This design comes from an exercise in tuning for small area, a short achievable clock period and few clock cycles on the open sky130 flow, not from production work.
Function was not checked in any run shown here: the RTL went through the layout flow alone.
Power figures rest on the tool's default switching activity, not on a simulated workload.

==> design.v <==
module st7032_encoder (
    input  wire        clk,
    input  wire        rst,         
    input  wire        cmd_valid,
    output reg         cmd_ready,
    input  wire [15:0] cmd_word,
    input  wire [15:0] cmd_len,
    input  wire        pay_valid,
    output wire        pay_ready,
    input  wire [7:0]  pay_data,
    output reg         rsp_valid,
    output reg  [2:0]  rsp_result,
    output wire [7:0]  rsp_data,
    output wire [3:0]  rsp_step,
    output reg         ev_valid,
    input  wire        ev_ready,
    output wire [2:0]  ev_kind,
    output wire [7:0]  ev_data,
    input  wire        ev_ok,
    input  wire [7:0]  ev_rdata
);
    localparam [2:0] EV_CFG   = 3'd0;
    localparam [2:0] EV_BEGIN = 3'd1;
    localparam [2:0] EV_WRITE = 3'd2;
    localparam [2:0] EV_END   = 3'd3;
    localparam [2:0] EV_REQ   = 3'd4;
    localparam [2:0] EV_WAIT  = 3'd5;
    localparam [2:0] R_OK        = 3'd0;
    localparam [2:0] R_IGNORED   = 3'd1;
    localparam [2:0] R_NOT_READY = 3'd2;
    localparam [2:0] R_BUS_ERROR = 3'd3;
    localparam [2:0] R_READ_FAIL = 3'd4;
    localparam [2:0] R_INVALID   = 3'd5;
    localparam [3:0] S_CFG   = {1'b0, EV_CFG};
    localparam [3:0] S_BEGIN = {1'b0, EV_BEGIN};
    localparam [3:0] S_WSEL  = {1'b0, EV_WRITE};
    localparam [3:0] S_WBYTE = {1'b1, EV_WRITE};
    localparam [3:0] S_END   = {1'b0, EV_END};
    localparam [3:0] S_REQ   = {1'b0, EV_REQ};
    localparam [3:0] S_WAIT  = {1'b0, EV_WAIT};
    reg [3:0]  st;          
    reg [3:0]  op;          
    reg        ready;       
    reg        lines2;      
    reg [7:0]  b;           
    reg [15:0] c;           
    reg        pm;          
    reg        pmw;         
    reg        pmv;         
    reg        dv;          
    reg        sf;          
    wire idle = cmd_ready;
    wire is_init  = (op == 4'h0);
    wire is_avail = (op == 4'h1);
    wire is_pseq  = (op == 4'h3);
    wire is_data  = (op[3:1] == 3'b001);
    wire in_write = (st[2:0] == EV_WRITE);
    wire in_end   = (st[2:0] == EV_END);
    wire in_req   = (st[2:0] == EV_REQ);
    wire in_wait  = (st[2:0] == EV_WAIT);
    assign ev_kind   = st[2:0];
    assign ev_data   = b;
    assign pay_ready = (pmw && ev_ready) || pmv;
    assign rsp_data  = b & {8{dv}};
    assign rsp_step  = ~c[3:0] & {4{sf}};
    wire [3:0] w_op = cmd_word[15:12];
    wire [2:0] w_f  = cmd_word[10:8];
    wire [7:0] w_a  = cmd_word[7:0];
    wire w_is2  = (w_op == 4'h2);
    wire w_isA  = (w_op == 4'hA);
    wire w_isB  = (w_op == 4'hB);
    wire w_is7  = (w_op == 4'h7);
    wire w_is6  = (w_op == 4'h6);
    wire w_use_alo = w_is2 || w_isA || w_isB;                  
    wire w_use_a7  = w_is2 || w_isB;                           
    wire w_use_f0  = (w_op == 4'h0) || w_is6 || w_is7 ||
                     (w_op == 4'h8) || (w_op == 4'h9) || w_isB;
    wire w_use_f1  = w_is6 || w_is7;
    wire w_invalid = cmd_word[11] || (w_op == 4'hF) ||
                     ((|w_a[6:0]) && !w_use_alo) || (w_a[7] && !w_use_a7) ||
                     (w_f[0] && !w_use_f0) || (w_f[1] && !w_use_f1) ||
                     (w_f[2] && !w_is7);
    wire w_open   = (w_op[3:1] == 3'b000);    
    wire w_notrdy = !w_open && !ready;
    wire w_ignore = w_isB && w_f[0] && !lines2;
    wire w_run    = !w_invalid && !w_notrdy && !w_ignore;
    wire w_init   = (w_op == 4'h0) && !w_invalid;
    wire [2:0] w_res = w_invalid ? R_INVALID : w_notrdy ? R_NOT_READY :
                       w_ignore ? R_IGNORED : R_OK;
    wire [3:0] w_st  = (w_op == 4'h0) ? S_CFG : (w_op[3:2] == 2'b11) ? S_REQ : S_BEGIN;
    wire [15:0] w_c  = (w_op == 4'h3) ? cmd_len :
                       {cmd_len[15:11], cmd_word[10:4], cmd_word[3:1] | {3{w_op == 4'h0}}, cmd_word[0]};
    wire [2:0] c_f = c[10:8];
    wire [7:0] c_a = c[7:0];
    reg  [7:0] cbyte;
    always @(*) begin
        case (op)
            4'h0: begin
                case (~c[3:0])
                    4'd1:    cbyte = 8'h38;
                    4'd2:    cbyte = 8'h39;
                    4'd3:    cbyte = 8'h14;
                    4'd4:    cbyte = 8'h79;
                    4'd5:    cbyte = 8'h50;
                    4'd6:    cbyte = 8'h6C;
                    4'd7:    cbyte = 8'h0C;
                    4'd8:    cbyte = 8'h01;
                    default: cbyte = 8'h06;
                endcase
            end
            4'h2:    cbyte = c_a;
            4'h4:    cbyte = 8'h01;
            4'h5:    cbyte = 8'h02;
            4'h6:    cbyte = {6'b000001, c_f[1:0]};
            4'h7:    cbyte = {5'b00001, c_f};
            4'h8:    cbyte = {5'b00011, c_f[0], 2'b00};
            4'h9:    cbyte = {5'b00010, c_f[0], 2'b00};
            4'hA:    cbyte = {1'b1, c_a[6:0]};
            default: cbyte = {1'b1, c_a[6] ^ c_f[0], c_a[5:0]};
        endcase
    end
    wire step1 = (c[3:0] == ~4'd1);
    wire step9 = (c[3:0] == ~4'd9);
    wire err   = rsp_result[0];           
    wire wt1   = in_wait && b[1:0] == 2'd1;
    wire wt2   = in_wait && b[1:0] == 2'd2;
    wire wt3   = in_wait && b[1:0] == 2'd3;
    wire r_done = in_req || wt3 || (in_end && (is_avail || is_data)) ||
                  (wt1 && (!is_init || err));
    wire r_adv  = (wt1 && is_init && !err && !step1 && !step9) || wt2;
    reg [3:0] r_st;
    always @(*) begin
        case (st[2:0])
            EV_CFG:   r_st = S_BEGIN;
            EV_BEGIN: r_st = is_avail ? S_END : S_WSEL;
            EV_WRITE: r_st = (pm || (!is_pseq && !st[3])) ? S_WBYTE : S_END;
            EV_END:   r_st = S_WAIT;
            default:  r_st = (wt1 && (step1 || step9)) ? S_WAIT : S_BEGIN;
        endcase
    end
    reg [7:0] r_b;
    always @(*) begin
        case (st[2:0])
            EV_BEGIN: r_b = {1'b0, is_data, 6'b0};
            EV_WRITE: r_b = cbyte;
            EV_WAIT:  r_b = !wt1 ? 8'h3E : step1 ? 8'h02 : step9 ? 8'h03 : 8'h3E;
            default:  r_b = 8'h3E;
        endcase
    end
    wire r_pay = in_write && is_pseq;
    wire acc  = cmd_valid && idle;
    wire fire = ev_valid && ev_ready;
    wire take = pay_valid && pay_ready;
    reg [7:0] rd_byte;
    always @(*) begin
        case (op[1:0])
            2'b00:   rd_byte = ev_rdata;                   
            2'b01:   rd_byte = {7'b0, ev_rdata[7]};        
            default: rd_byte = {1'b0, ev_rdata[6:0]};      
        endcase
    end
    wire [7:0] f_b = r_pay  ? pay_data :
                     in_end ? {7'b0, ev_ok || !is_avail} :
                     in_req ? rd_byte : r_b;
    wire [7:0] b_n = idle ? (cmd_valid ? 8'h3E : b) :
                     !ev_valid ? pay_data :
                     ev_ready ? f_b : b;
    wire [3:0] st_n = idle ? (cmd_valid ? w_st : st) :
                      fire ? r_st : st;
    wire done  = fire && r_done;
    wire v_n   = rst ? 1'b0 :
                 idle ? (cmd_valid && w_run) :
                 !ev_valid ? pay_valid :
                 ev_ready ? !(r_done || (r_pay && pm && !pay_valid)) : 1'b1;
    wire pm_n  = rst ? 1'b0 :
                 idle ? (cmd_valid && w_run && (w_op == 4'h3) && (cmd_len != 16'd0)) :
                 take ? (c != 16'd1) : pm;
    wire        dec = take || (fire && r_adv);
    wire [15:0] cz;                       
    assign cz[0] = 1'b1;
    genvar gi;
    generate
        for (gi = 1; gi < 16; gi = gi + 1) begin : g_cz
            assign cz[gi] = cz[gi - 1] && !c[gi - 1];
        end
    endgenerate
    always @(posedge clk) begin
        b        <= b_n;
        st       <= st_n;
        ev_valid <= v_n;
        pm       <= pm_n;
        pmw      <= pm_n && !idle && (in_write || (fire && st[2:0] == EV_BEGIN));
        pmv      <= pm_n && !v_n;
        c        <= acc ? w_c : c ^ (cz & {16{dec}});
    end
    always @(posedge clk) begin
        if (rst) begin
            cmd_ready <= 1'b1;
            rsp_valid <= 1'b0;
        end else if (idle) begin
            if (cmd_valid) begin
                cmd_ready <= !w_run;
                rsp_valid <= !w_run;
            end
        end else if (done) begin
            cmd_ready <= 1'b1;
            rsp_valid <= 1'b1;
        end
    end
    always @(posedge clk) begin
        if (rst)
            ready <= 1'b0;
        else if (acc && w_init)
            ready <= 1'b0;
        else if (fire && wt3)
            ready <= 1'b1;
    end
    always @(posedge clk)
        if (acc && w_init)
            lines2 <= w_f[0];
    always @(posedge clk)
        if (acc)
            op <= w_op;
    always @(posedge clk)
        if (acc)
            rsp_result <= w_res;
        else if (fire && in_req)
            rsp_result <= {!ev_ok, 2'b00};
        else if (fire && in_end)
            rsp_result <= {1'b0, {2{!is_avail && !ev_ok}}};
    always @(posedge clk)
        if (acc)
            dv <= 1'b0;
        else if (fire && in_req)
            dv <= ev_ok;
        else if (fire && in_end)
            dv <= is_avail;
    always @(posedge clk)
        if (acc)
            sf <= 1'b0;
        else if (fire && wt1 && is_init && err)
            sf <= 1'b1;
endmodule
==> flow/run.sh <==
#!/bin/bash
set -euo pipefail
cd "$(dirname "$0")/.."
export BUFFER_PORTS_ARGS="-buffer_cell sky130_fd_sc_hd__buf_1"
DU="sky130_fd_sc_hd__probe_p_8 sky130_fd_sc_hd__probec_p_8 sky130_fd_sc_hd__lpflow_bleeder_1 sky130_fd_sc_hd__lpflow_clkbufkapwr_1 sky130_fd_sc_hd__lpflow_clkbufkapwr_16 sky130_fd_sc_hd__lpflow_clkbufkapwr_2 sky130_fd_sc_hd__lpflow_clkbufkapwr_4 sky130_fd_sc_hd__lpflow_clkbufkapwr_8 sky130_fd_sc_hd__lpflow_clkinvkapwr_1 sky130_fd_sc_hd__lpflow_clkinvkapwr_16 sky130_fd_sc_hd__lpflow_clkinvkapwr_2 sky130_fd_sc_hd__lpflow_clkinvkapwr_4 sky130_fd_sc_hd__lpflow_clkinvkapwr_8 sky130_fd_sc_hd__lpflow_decapkapwr_12 sky130_fd_sc_hd__lpflow_decapkapwr_3 sky130_fd_sc_hd__lpflow_decapkapwr_4 sky130_fd_sc_hd__lpflow_decapkapwr_6 sky130_fd_sc_hd__lpflow_decapkapwr_8 sky130_fd_sc_hd__lpflow_inputiso0n_1 sky130_fd_sc_hd__lpflow_inputiso0p_1 sky130_fd_sc_hd__lpflow_inputiso1n_1 sky130_fd_sc_hd__lpflow_inputiso1p_1 sky130_fd_sc_hd__lpflow_inputisolatch_1 sky130_fd_sc_hd__lpflow_isobufsrc_1 sky130_fd_sc_hd__lpflow_isobufsrc_16 sky130_fd_sc_hd__lpflow_isobufsrc_2 sky130_fd_sc_hd__lpflow_isobufsrc_4 sky130_fd_sc_hd__lpflow_isobufsrc_8 sky130_fd_sc_hd__lpflow_isobufsrckapwr_16 sky130_fd_sc_hd__lpflow_lsbuf_lh_hl_isowell_tap_1 sky130_fd_sc_hd__lpflow_lsbuf_lh_hl_isowell_tap_2 sky130_fd_sc_hd__lpflow_lsbuf_lh_hl_isowell_tap_4 sky130_fd_sc_hd__lpflow_lsbuf_lh_isowell_4 sky130_fd_sc_hd__lpflow_lsbuf_lh_isowell_tap_1 sky130_fd_sc_hd__lpflow_lsbuf_lh_isowell_tap_2 sky130_fd_sc_hd__lpflow_lsbuf_lh_isowell_tap_4"
for c in or4_1 or4_2 or4_4 or4b_1 or4b_2 or4b_4 or4bb_1 or4bb_2 or4bb_4 nor4_1 nor4_2 nor4_4 nor4b_1 nor4b_2 nor4b_4 nor4bb_1 nor4bb_2 nor4bb_4 or3_1 or3_2 or3_4 or3b_1 or3b_2 or3b_4; do
  DU="$DU sky130_fd_sc_hd__$c"
done
bash standard.sh "DONT_USE_CELLS=$DU" finish > make_finish.log 2>&1
==> standard.sh <==
#!/bin/bash
# synth_recipe.tcl (not shown) runs the flow's synth.tcl, then flattens the netlist and writes it again
# the make line also repeats each setting of config.mk as NAME=value (left out here)
make -C /OpenROAD-flow-scripts/flow DESIGN_CONFIG=/design/flow/config.mk WORK_HOME=/design/flow/orfs CLKGATE_MAP_FILE= SYNTH_SCRIPT=/design/flow/synth_recipe.tcl "${@:-finish}"
==> config.mk <==
export PLATFORM = sky130hd
export DESIGN_NAME = st7032_encoder
export DESIGN_NICKNAME = st7032_encoder
export VERILOG_FILES = /design/flow/design.v
export SDC_FILE = /design/flow/constraint.sdc
export NUM_CORES = 4
export LEC_CHECK = 0
export CAP_MARGIN = 20
export CORE_MARGIN = 2
export CORE_UTILIZATION = 40
export SETUP_SLACK_MARGIN = 1.8
export SLEW_MARGIN = 20
==> constraint.sdc <==
create_clock -name core_clock -period 4.0 [get_ports {clk}]
set_input_delay 0.8000 -clock core_clock [delete_from_list [all_inputs] [get_ports {clk}]]
set_output_delay 0.8000 -clock core_clock [all_outputs]
set_load 0.01 [all_outputs]
==> results of run 1 <==
==> per-layer routing <==
metal	wire (µm)	share of wire	track usage
met3	706	0.064	0.03830
met5	0	0	0
met4	155	0.014	0.05479
met1	5045	0.45	0.3051
met2	5200	0.47	0.3600
==> state kept, by name (all words and copies together), names as in the netlist, 3 cells and up <==
register and cells:
c 16, rsp_result 3, op 4, b 8, st 4
==> synth_stat cells, types with 4 or more instances <==
library cell / count
a211oi_1: 10
a21o_1: 6
a21oi_1: 36
a31oi_1: 18
and2_1: 11
buf_2: 9
buf_4: 7
buf_6: 4
clkbuf_1: 8
dfxtp_1: 25
edfxtp_1: 20
ha_1: 7
inv_1: 25
mux2i_1: 5
nand2_1: 32
nand2b_1: 17
nand3_1: 9
nand4_1: 7
nor2_1: 42
nor2b_1: 15
nor3_1: 10
o211ai_1: 5
o21a_1: 5
o21ai_0: 15
o22ai_1: 5
o31a_1: 8
o31ai_1: 6
==> repair_timing <==
action,CTS,global route
hold buffers,0,0
pin swaps,1,2
setup buffers,1,11
hold endpoints to repair,0,0
endpoints found under the setup margin,23,20
gates resized for setup,9,8
==> cell type report <==
| cell class | count | area [µm²] |
|---|---|---|
| Clock buffer | 5 | 68.82 |
| Clock inverter | 3 | 41.29 |
| Fill cell | 869 | 4608 |
| Inverter | 25 | 93.84 |
| Multi-Input combinational cell | 341 | 2240 |
| Sequential cell | 45 | 1105 |
| Tap cell | 108 | 135.1 |
| Timing Repair Buffer | 98 | 429.2 |
==> stage by stage <==
| stage | hold slack, ns | instances |
|---|---|---|
| after floorplan | 0.4758 | 441 |
| after detailed placement | 0.5239 | 605 |
| after CTS | 0.5362 | 614 |
| after global placement | 0.5202 | 605 |
| after global routing | 0.5906 | 625 |
| final | 0.5353 | 625 |
==> power by group through the flow <==
stage / Combinational, W / Sequential [W] / Clock, W
final: 0.000230 / 0.000556 / 0.000347
after global routing: 0.000256 / 0.000560 / 0.000376
after CTS: 0.000213 / 0.000561 / 0.000355
after detailed placement: 0.000211 / 0.000570 / 0
after global placement: 0.000209 / 0.000569 / 0
after floorplan: 0.000169 / 0.000538 / 0
==> kinds of logic after synthesis <==
logic type | count (synthesis) | share of synthesized area
AND/OR/NAND/NOR | 170 | 0.2588
buffers and inverters | 55 | 0.07719
multiplexers | 6 | 0.01712
flip-flops | 45 | 0.3074
AO/OA/AOI/OAI | 155 | 0.3077
adder cells (fa/ha/maj) | 7 | 0.02445
XOR/XNOR | 3 | 0.007336
==> worst max-delay path by stage <==
stage                 startpoint  endpoint  depth (start not counted)
global placement    cmd_word[12]       pmw                          5
detailed placement  cmd_word[12]       pmw                          5
finish              cmd_word[14]       pmv                          5
CTS                 cmd_word[15]    lines2                          6
floorplan           cmd_word[13]    lines2                          6
global route        cmd_word[14]       pmv                          5
==> worst max-delay path, cell delays in order <==
cell	delay (ns)
buf_1	0.36
nor3b_1	0.14
a31oi_1	0.38
o2111ai_4	0.25
a2111oi_2	0.40
==> summary.txt, run 1 <==
* First-pass GRT wire length at 17.40 mm
* Clk root buf: clkbuf_8
* VDD IR-drop max at 169.7 µV
* WP data required at 4.19 ns
* Status: complete, no violations
* RR Startpoint: st[2]
* Reg2Reg Depth at 6
* Fin util at 0.4716
* CTS tree: built
* Height of the die at 98.64 µm
* Layout area overhead at 14.81%
* Worst-Skew Late Latency at 0.30 ns
* RSZ-0062 raised after global routing: yes
* WL/cell at 17.77 µm
* CP Class: in2reg
* Initial DRC Count at 261
* Yosys Warn Count at 1
* Cell taking the most area after synthesis: edfxtp_1
* Yosys cell types at 73
* Vias at 3684
* #FFs+latches synth at 45
* Ys flop type: dfxtp_1
* Initial Util at 0.4108
* Pleak at 1.498 nW
* Share of cells above drive strength 1 at 0.09478
* Pint at 0.0007874 W
* Syn nets at 502
* Total negative setup slack at 0 ns
* EDFF count, synth at 20
* Crit Path Max Fanout at 11
* WP data arrival at 2.33 ns
* Post-Syn Area at 3582 µm²
* Hold Path End: c[9]
* Slew Limit Headroom at 0.5719
* HP Class: reg2reg
* Flop2flop setup slack at 1.87 ns
* Logic pwr share at 0.203
* Net Sw Frac at 0.3052
* Die W at 98.64 µm
* RR Endpoint: b[3]
* Area contributors post-synth: edfxtp_1 17%, dfxtp_1 14%, a21oi_1 5.0%
* Pin count of the biggest net entering global routing at 28
* Clk slew on worst S/H paths at 0.09 ns
* Hpwl dp at 8.299 mm
* Final worst slack at 1.865 ns
* Initial DRT Pass Iterations at 5
* Worst hold path cell count at 2
* Final WL at 11.11 mm
* Nets@finish at 577
* Die ar. at 9729 µm²
* Htree depth at 2
* Design area at 4113 µm²
* ANT cells at 0
* Mapped Cells at 441
* Max Clock Freq at 0.4683 GHz
* Overall power at 0.001133 W
* I/O Pins at 84
* Initial antenna violation count at 0
* Critical Path Sink Type: flip-flop
* Sequential area share after synthesis at 0.3074
* Sink Count at 45
* Period utilisation layout at 0.5339
* Synth top area share at 0.1677
* Clk_skew at 0.01653 ns
* Cts bufs inserted at 5
* P_sw at 0.0003459 W
* Max-Cap Viols at 0
* Most common cell after layout, fill and taps aside: buf_1
* Worst-margin pin slew at 0.6354 ns
* Via density at 5.894
* Final setup viols at 0
* Crit path time final at 2.135 ns
* Routability cong. at 0.8914
* PwrDens at 275.6 nW/µm²
* Tot GR Track Use at 0.2207
* Clk network pwr share at 0.306
* I/O Buffers at 83
* Final Slew Violations at 0
* Placed instance area at 3869 µm²
* Post-DRT Antenna Nets at 0
* Vias in the first global route at 3354
* Core Area at 8721 µm²
* CP startpoint kind: input pin
* Residual DRC at 0
* Total gr overflow at 0
* FP Rows at 34
* Hold path startpoint: c[9]
* Clock buffer depth at 2
* Final Hold Fails at 0
* Most frequent cells in the layout: 79 x buf_1, 40 x nor2_1, 36 x a21oi_1
* Seq pwr share at 0.491
* Post-synthesis async set-or-reset flop share at 0
* Avg Cell Area, Syn at 8.123 µm²
* Dpl ws at 1.343 ns
==> run 2, diff against run 1 <==
--- a/config.mk
+++ b/config.mk
@@ -8,5 +8,5 @@
 export CAP_MARGIN = 20
 export CORE_MARGIN = 2
 export CORE_UTILIZATION = 40
-export SETUP_SLACK_MARGIN = 1.8
+export SETUP_SLACK_MARGIN = 1.5
 export SLEW_MARGIN = 20
==> run 2 against run 1 <==
  * Highest routed layer unchanged
  * Global-route usage fell by 0.18 points
  * Largest cell class unchanged
  * Design area fell by 3.2%
  * Non-clock buffer count fell by 12
  * Clock power rose by 1%
==> summary.txt, run 2 <==
* Status: complete, no violations
* Die ar. at 9729 µm² (unchanged)
* Total negative setup slack at 0 ns (unchanged)
* P_sw at 0.0003462 W (about the same)
* Crit Path Max Fanout at 19 (+8)
* Pin count of the biggest net entering global routing at 28 (unchanged)
* Pint at 0.0007787 W (-1.1%)
* Hpwl dp at 8.299 mm (unchanged)
* Most frequent cells in the layout: 82 x buf_1, 42 x nor2_1, 36 x a21oi_1
* Mux share of post-synthesis cell area at 0.01711 (unchanged)
* WP data arrival at 2.55 ns (+0.22 ns)
* Final Slew Violations at 0 (unchanged)
* Height of the die at 98.64 µm (unchanged)
* Share of cells above drive strength 1 at 0.05149 (-0.04329)
* Reg2Reg Depth at 5 (-1)
* Placed cell count at 605 (unchanged)
* WL/cell at 17.86 µm (+0.50%)
* Post-DRT Antenna Nets at 0 (unchanged)
* Via density at 5.962 (+1.2%)
* WP data required at 4.19 ns (about the same)
* Post-synthesis async set-or-reset flop share at 0 (unchanged)
* Worst Hold Slack at 0.5387 ns (+0.003311 ns)
* Final worst slack at 1.643 ns (-0.2211 ns)
* FP Rows at 34 (unchanged)
* Cts bufs inserted at 5 (unchanged)
* I/O Pins at 84 (unchanged)
* Max-Cap Viols at 0 (unchanged)
* Critical Path Sink Type: flip-flop
* #FFs+latches synth at 45 (unchanged)
* Residual DRC at 0 (unchanged)
* Flop2flop setup slack at 1.64 ns (-0.23 ns)
* CP Class: reg2reg
* Vias in the first global route at 3336 (-0.54%)
* Placed instance area at 3869 µm² (unchanged)
* Clk slew on worst S/H paths at 0.09 ns (about the same)
* VDD IR-drop max at 170.8 µV (+0.64%)
* Xor/xnor share of the synthesized area at 0.007335 (unchanged)
* Htree depth at 2 (unchanged)
* Post-synthesis compound-gate area fraction at 0.3077 (unchanged)
* Logic pwr share at 0.190 (-0.013)
* Clock buffer depth at 2 (unchanged)
* Slew Limit Headroom at 0.4548 (-0.1171)
* Hold path startpoint: c[9]
* Tot GR Track Use at 0.2189 (-0.001783)
* Yosys Warn Count at 1 (unchanged)
* Largest regs: c (16), b (8)
* Routability cong. at 0.8914 (unchanged)
* RR Startpoint: op[0]
* Final cell count without fillers at 613 (-1.9%)
* Worst-Skew Late Latency at 0.30 ns (about the same)
* Clk network pwr share at 0.312 (+0.006)
* Synth Area in Simple Gates at 0.2588 (unchanged)
* Final Hold Fails at 0 (unchanged)
* ANT cells at 0 (unchanged)
* Syn nets at 502 (unchanged)
* Avg Cell Area, Syn at 8.123 µm² (unchanged)
* Area contributors post-synth: edfxtp_1 17%, dfxtp_1 14%, a21oi_1 5.0%
* Layout area overhead at 11.11%
* Adder-cell share of the synthesized area at 0.02445 (unchanged)
* Sink Count at 45 (unchanged)
* RR Endpoint: c[15]
* Max FFs per register at 16 (unchanged)
* Hold Path End: c[9]
* PwrDens at 282.6 nW/µm² (+2.6%)
* Initial antenna violation count at 0 (unchanged)
* Final setup viols at 0 (unchanged)
* CTS tree: built
* I/O Buffers at 83 (unchanged)
* Seq pwr share at 0.498 (+0.007)
* Sequential area share after synthesis at 0.3074 (unchanged)
* Dpl ws at 1.343 ns (unchanged)
* Initial Util at 0.4108 (unchanged)
* Final WL at 10.95 mm (-1.4%)
* Ys flop type: dfxtp_1
* Hold buffers post-CTS at 0 (unchanged)
* First-pass GRT wire length at 17.28 mm (-0.71%)
* Initial DRC Count at 198 (-24%)
* Post-Syn Area at 3582 µm² (unchanged)
* Commonest cells in the netlist: 42 x nor2_1, 36 x a21oi_1, 32 x nand2_1
* Clk_skew at 0.01486 ns (-0.001668 ns)
* Total gr overflow at 0 (unchanged)
* Mapped Cells at 441 (unchanged)
* Nets@finish at 565 (-2.1%)
* Yosys cell types at 73 (unchanged)
* Count leader, synth: nor2_1
* Largest Register: c
* Pleak at 1.422 nW (-5.0%)
* HP Class: reg2reg
* Design area at 3980 µm² (-3.2%)
* Worst hold path cell count at 2 (unchanged)
* CP startpoint kind: flip-flop
* Crit path time final at 2.357 ns (+0.2211 ns)
* EDFF count, synth at 20 (unchanged)
* Worst-margin pin slew at 0.8148 ns (+0.1794 ns)
* Synth top area share at 0.1677 (unchanged)
* Period utilisation layout at 0.5891 (+0.05527)
* Max Clock Freq at 0.4243 GHz (-9.4%)
* Initial DRT Pass Iterations at 5 (unchanged)
* Clk root buf: clkbuf_8
* Net Sw Frac at 0.3078 (+0.002564)
* Cell taking the most area after synthesis: edfxtp_1
* Main combinational cell family by area after synthesis: compound AO/OA/AOI/OAI gates
* Die W at 98.64 µm (unchanged)
* Core Area at 8721 µm² (unchanged)
* RSZ-0062 raised after global routing: no
* Most common cell after layout, fill and taps aside: buf_1
* Vias at 3655 (-0.79%)
run 2: worst max path at each step:
stage,startpoint,end
after floorplan,cmd_word[13],lines2
after CTS,c[0],c[15]
after global placement,cmd_word[12],pmw
final,op[0],c[15]
after global routing,op[0],c[15]
after detailed placement,cmd_word[12],pmw
run 2: repair_timing:
item | in CTS | in global routing
endpoints found under the setup margin | 0 | 6
setup buffers | 0 | 0
resized for setup | 0 | 2
run 2: stage by stage:
step,power (W),utilization
after global placement,0.0007776,0.4436
after global routing,0.001179,0.4564
after CTS,0.001127,0.4562
final,0.001125,0.4564
after floorplan,0.0007079,-
after detailed placement,0.0007807,0.4436
run 2: power groups by stage:
stage	Clock, W	Sequential (W)	Combinational (W)
floorplan	0	0.000538	0.000169
global placement	0	0.000569	0.000209
detailed placement	0	0.000570	0.000211
CTS	0.000355	0.000559	0.000212
global route	0.000376	0.000565	0.000239
finish	0.000351	0.000560	0.000214
run 2: critical path: stages (launching register included):
cell and delay, ns:
edfxtp_1 0.58, nor2_1 0.46, and4_4 0.33, o211a_2 0.44, a31oi_1 0.15, o31a_1 0.29
run 2: cell families after synthesis:
kind of cell	count (synthesis)
compound gates	155
xor+xnor	3
fa+ha+maj	7
buf+inv	55
flops	45
mux	6
simple gates	170
run 2: final cells by class:
type / count / area, µm²
well taps: 108 / 135.1
multi-input cells: 341 / 2205
repair buffers: 86 / 335.3
flip-flops and latches: 45 / 1101
clock inverters: 3 / 41.29
inverters: 25 / 93.84
fillers: 884 / 4741
clock buffers: 5 / 68.82
run 2: per-layer routing:
metal | vias up | share of wire | GRT usage | wire length [µm]
li1 | 1775 | - | - | -
met1 | 1739 | 0.46 | 0.3064 | 5037
met2 | 128 | 0.46 | 0.3522 | 5044
met3 | 13 | 0.064 | 0.03830 | 698
met4 | 0 | 0.015 | 0.05479 | 168
met5 | - | 0 | 0 | 0

[afterwards: timing with drivers on the ports]
In the flow no input, the clock included, has a driving cell. The finished layouts below were timed again as built, in two steps. Step 1 (the two cells are an assumption about what drives the block):
set clk [get_ports {clk}]
set_driving_cell -lib_cell sky130_fd_sc_hd__clkbuf_16 $clk
set_driving_cell -lib_cell sky130_fd_sc_hd__buf_2 [delete_from_list [all_inputs] $clk]
Step 2 also shifts input and output timing later by t, the mid clock arrival at the registers, as if the neighbouring blocks saw the same clock. Three values: no drivers, after step 1, after step 2; two values: the first two.
run | shift t [ns] | slack for setup (ns) | worst setup path after step 2
run 1 | 0.325 | 1.865 / 1.871 / 1.550 | input to register
run 2 | 0.331 | 1.643 / 1.643 / 1.428 | input to register
After both steps setup and hold are still met in every run listed. The setup slack of run 1, which loses most, moves by +0.006 ns with the drivers and by -0.315 ns with both steps.
